What follows belongs to an exercise in optimizing a design on an open flow for small area, a short achievable clock period and few clock cycles; a production flow would make more cautious choices.
In this exercise RTL edits were held to simulation tests only and were not proved equivalent to the original.
Power is estimated from default activity; no workload was simulated.

## saes_core
module saes_core (
    input  wire        clk,
    input  wire        rst,
    input  wire        bus_valid,
    input  wire        bus_write,
    input  wire [3:0]  bus_addr,
    input  wire [15:0] bus_wdata,
    output wire        bus_ready,
    output reg  [15:0] bus_rdata
);
==> flow/config.mk <==
export PLATFORM = sky130hd
export DESIGN_NAME = saes_core
export DESIGN_NICKNAME = saes_core
export VERILOG_FILES = /design/flow/design.v
export SDC_FILE = /design/flow/constraint.sdc
export NUM_CORES = 4
export LEC_CHECK = 0
export CAP_MARGIN = 20
export CORE_MARGIN = 2
export CORE_UTILIZATION = 50
export PLACE_DENSITY = 0.7
export SLEW_MARGIN = 20
==> flow/constraint.sdc <==
create_clock -name core_clock -period 12.0 [get_ports {clk}]
set_input_delay 2.4000 -clock core_clock [delete_from_list [all_inputs] [get_ports {clk}]]
set_output_delay 2.4000 -clock core_clock [all_outputs]
set_load 0.01 [all_outputs]
standard.sh (not shown) runs the stock make flow with config.mk's settings and CLKGATE_MAP_FILE= SYNTH_SCRIPT=/design/flow/synth_recipe.tcl, a recipe that flattens the netlist after the stock synthesis.
==> flow/flow/run.sh <==
#!/bin/bash
# Layout: the standard flow (standard synthesis, floorplan, placement,
# CTS, routing) with these changes to how the layout is made:
#  - every port is still buffered, with buf_4 cells instead of the slow
#    delay-cell buffers buffer_ports picks by default;
#  - the clock tree is built from clkbuf_8 cells in larger sink clusters
#    and without dummy loads (the tree stays balanced by CTS as usual).
# The SDC (clock period, I/O delays, loads) is unchanged. The make/ORFS
# output goes to flow_make.log here; ORFS keeps each tool's own log under
# orfs/logs/.
set -euo pipefail
MARGIN=${MARGIN:-5.9}
bash standard.sh \
    "SETUP_SLACK_MARGIN=${MARGIN}" \
    "BUFFER_PORTS_ARGS=-buffer_cell sky130_fd_sc_hd__buf_4" \
    "CTS_ARGS=-sink_clustering_enable -repair_clock_nets -dont_use_dummy_load -buf_list sky130_fd_sc_hd__clkbuf_8 -sink_clustering_size 20" \
    finish > flow_make.log 2>&1
Testbench counts at the start, summed over its fixed seeds: cycles 20,364.
Rerun with:
- CAP_MARGIN: 20 -> 10
- CORE_UTILIZATION: 50 -> 40
- PLACE_DENSITY: 0.7 -> not set
- SLEW_MARGIN: 20 -> 10
- TNS_END_PERCENT: not set -> 0
What happened: The new run ran to the end with violations: max-capacitance violations, max-slew violations; critical path depth grows by 4; via count shrinks by 2.4%; total power hardly moves; final area shrinks by 0.98%; non-clock buffer count shrinks by 26.
Rerun with:
--- a/flow/flow/run.sh
+++ b/flow/flow/run.sh
@@ -12 +12 @@
-MARGIN=${MARGIN:-5.9}
+MARGIN=${MARGIN:-5.8}
- TNS_END_PERCENT: 0 -> not set
- This time the run completed without violations
- fmax stays flat
- final area rises slightly
- count of clock-buffer cells in the layout is unchanged
- utilization went up by 0.36 points
- worst setup slack is better by 4.5 ps
- first-iteration DRC count rises slightly
Rerun with:
--- a/flow/flow/run.sh
+++ b/flow/flow/run.sh
@@ -12 +12 @@
-MARGIN=${MARGIN:-5.8}
+MARGIN=${MARGIN:-5.6}
- CAP_MARGIN: 10 -> 20
- SLEW_MARGIN: 10 -> 20
What happened:
- The new run produced a clean layout
- routed wire length drops by 0.74%
- setup slack got worse by 140 ps
- global-route usage drops by 0.40 points
Rerun with:
--- a/flow/flow/run.sh
+++ b/flow/flow/run.sh
@@ -12 +12 @@
-MARGIN=${MARGIN:-5.6}
+MARGIN=${MARGIN:-5.9}
- TNS_END_PERCENT: not set -> 0
Outcome: Clock skew came out lower by 14 ps; via count came out lower by 0.32%; routed wire length came out lower by 1.9%; utilization came out higher by 0.46 points; final cell count is about the same; worst setup slack improves by 120 ps; synthesized area stays the same; clock power hardly moves; count of clock-buffer cells in the layout stays the same.

* * *

## main
Another version of the RTL of saes_core (not shown whole).
For scale: ~2300 cells after synthesis, roughly 200 flip-flops, ~41 I/O pins.
==> flow/config.mk <==
export PLATFORM = sky130hd
export DESIGN_NAME = saes_core
export DESIGN_NICKNAME = saes_core
export VERILOG_FILES = /design/flow/design.v
export SDC_FILE = /design/flow/constraint.sdc
export NUM_CORES = 4
export LEC_CHECK = 0
export CAP_MARGIN = 20
export CORE_MARGIN = 2
export CORE_UTILIZATION = 40
export SETUP_SLACK_MARGIN = 5
export SLEW_MARGIN = 20
==> flow/constraint.sdc <==
create_clock -name core_clock -period 12.0 [get_ports {clk}]
set_input_delay 2.4000 -clock core_clock [delete_from_list [all_inputs] [get_ports {clk}]]
set_output_delay 2.4000 -clock core_clock [all_outputs]
set_load 0.01 [all_outputs]
run.sh (not shown) runs the stock make flow with config.mk's settings and CLKGATE_MAP_FILE= SYNTH_SCRIPT=/design/flow/synth_recipe.tcl, a recipe that flattens the netlist after the stock synthesis.
Stock flow here: none of the scripts above is used.
main completed; timing, DRC and antenna clean
Testbench counts of main, summed over its fixed seeds: cycles 20,555.
Input changes introduced in the feature branch (baseline for comparison: main):
==> flow/flow/run.sh (new file) <==
#!/bin/bash
set -euo pipefail
MARGIN=${MARGIN:-6.0}
bash standard.sh \
    "SETUP_SLACK_MARGIN=${MARGIN}" \
    "BUFFER_PORTS_ARGS=-buffer_cell sky130_fd_sc_hd__buf_4" \
    finish > flow_make.log 2>&1
==> flow/standard.sh (new file) <==
#!/bin/bash
# synth_recipe.tcl (not shown) runs the flow's synth.tcl, then flattens the netlist and writes it again
# the make line also repeats each setting of config.mk as NAME=value (left out here)
make -C /OpenROAD-flow-scripts/flow DESIGN_CONFIG=/design/flow/config.mk WORK_HOME=/design/flow/orfs CLKGATE_MAP_FILE= SYNTH_SCRIPT=/design/flow/synth_recipe.tcl "${@:-finish}"
diff --git a/flow/config.mk b/flow/config.mk
--- a/flow/config.mk
+++ b/flow/config.mk
@@ -10,3 +10,2 @@
 export CORE_UTILIZATION = 40
-export SETUP_SLACK_MARGIN = 5
 export SLEW_MARGIN = 20
removed: flow/run.sh
[summary]
The feature branch vs. main: post-detailed-routing wire length went up by 0.77%. Of main and the feature branch, the higher worst setup timing slack at the placement stage belongs to the feature branch. Clock power ended up about 20% higher on the feature branch than on main. Summary of the feature branch over main: worst slew slack as a fraction of its limit saw an increase; fraction of layout instances using a drive strength above 1 higher.

[what the ideal ports hide]
The results above use ideal ports. As a check the final layouts listed here were re-extracted and re-timed, cells and wires unchanged. Step 1 (the two cells are an assumption about what drives the block):
set clk [get_ports {clk}]
set_driving_cell -lib_cell sky130_fd_sc_hd__clkbuf_16 $clk
set_driving_cell -lib_cell sky130_fd_sc_hd__buf_2 [delete_from_list [all_inputs] $clk]
Step 2 times the ports against the registers' clock, not the clock port: input delays grow and output delays shrink by t, the midpoint of the rising clock arrivals with the driver on. Slacks: ideal ports / drivers / drivers and shift; pairs: ideal ports / drivers.
| run | shift t [ns] | setup slack, ns | clock arrival spread, ns | cell pins on the clock port's net |
|---|---|---|---|---|
| the first run of note 1 | 0.514 | 5.879 / 5.813 / 5.494 | 0.040 / 0.041 | 1 |
| the second run of note 1 | 0.572 | 5.832 / 5.853 / 5.287 | 0.033 / 0.033 | 1 |
| the third run of note 1 | 0.562 | 5.837 / 5.775 / 5.417 | 0.044 / 0.044 | 1 |
| the fourth run of note 1 | 0.565 | 5.700 / 5.674 / 5.363 | 0.046 / 0.045 | 1 |
| the fifth run of note 1 | 0.565 | 5.819 / 5.819 / 5.375 | 0.032 / 0.032 | 1 |
| main | 0.635 | 5.038 / 4.996 / 4.774 | 0.027 / 0.027 | 1 |
| the feature branch | 0.630 | 5.886 / 5.770 / 5.560 | 0.028 / 0.028 | 1 |
The setup slack of the second run of note 1, which loses most, moves by +0.021 ns with the drivers and by -0.545 ns with both steps.
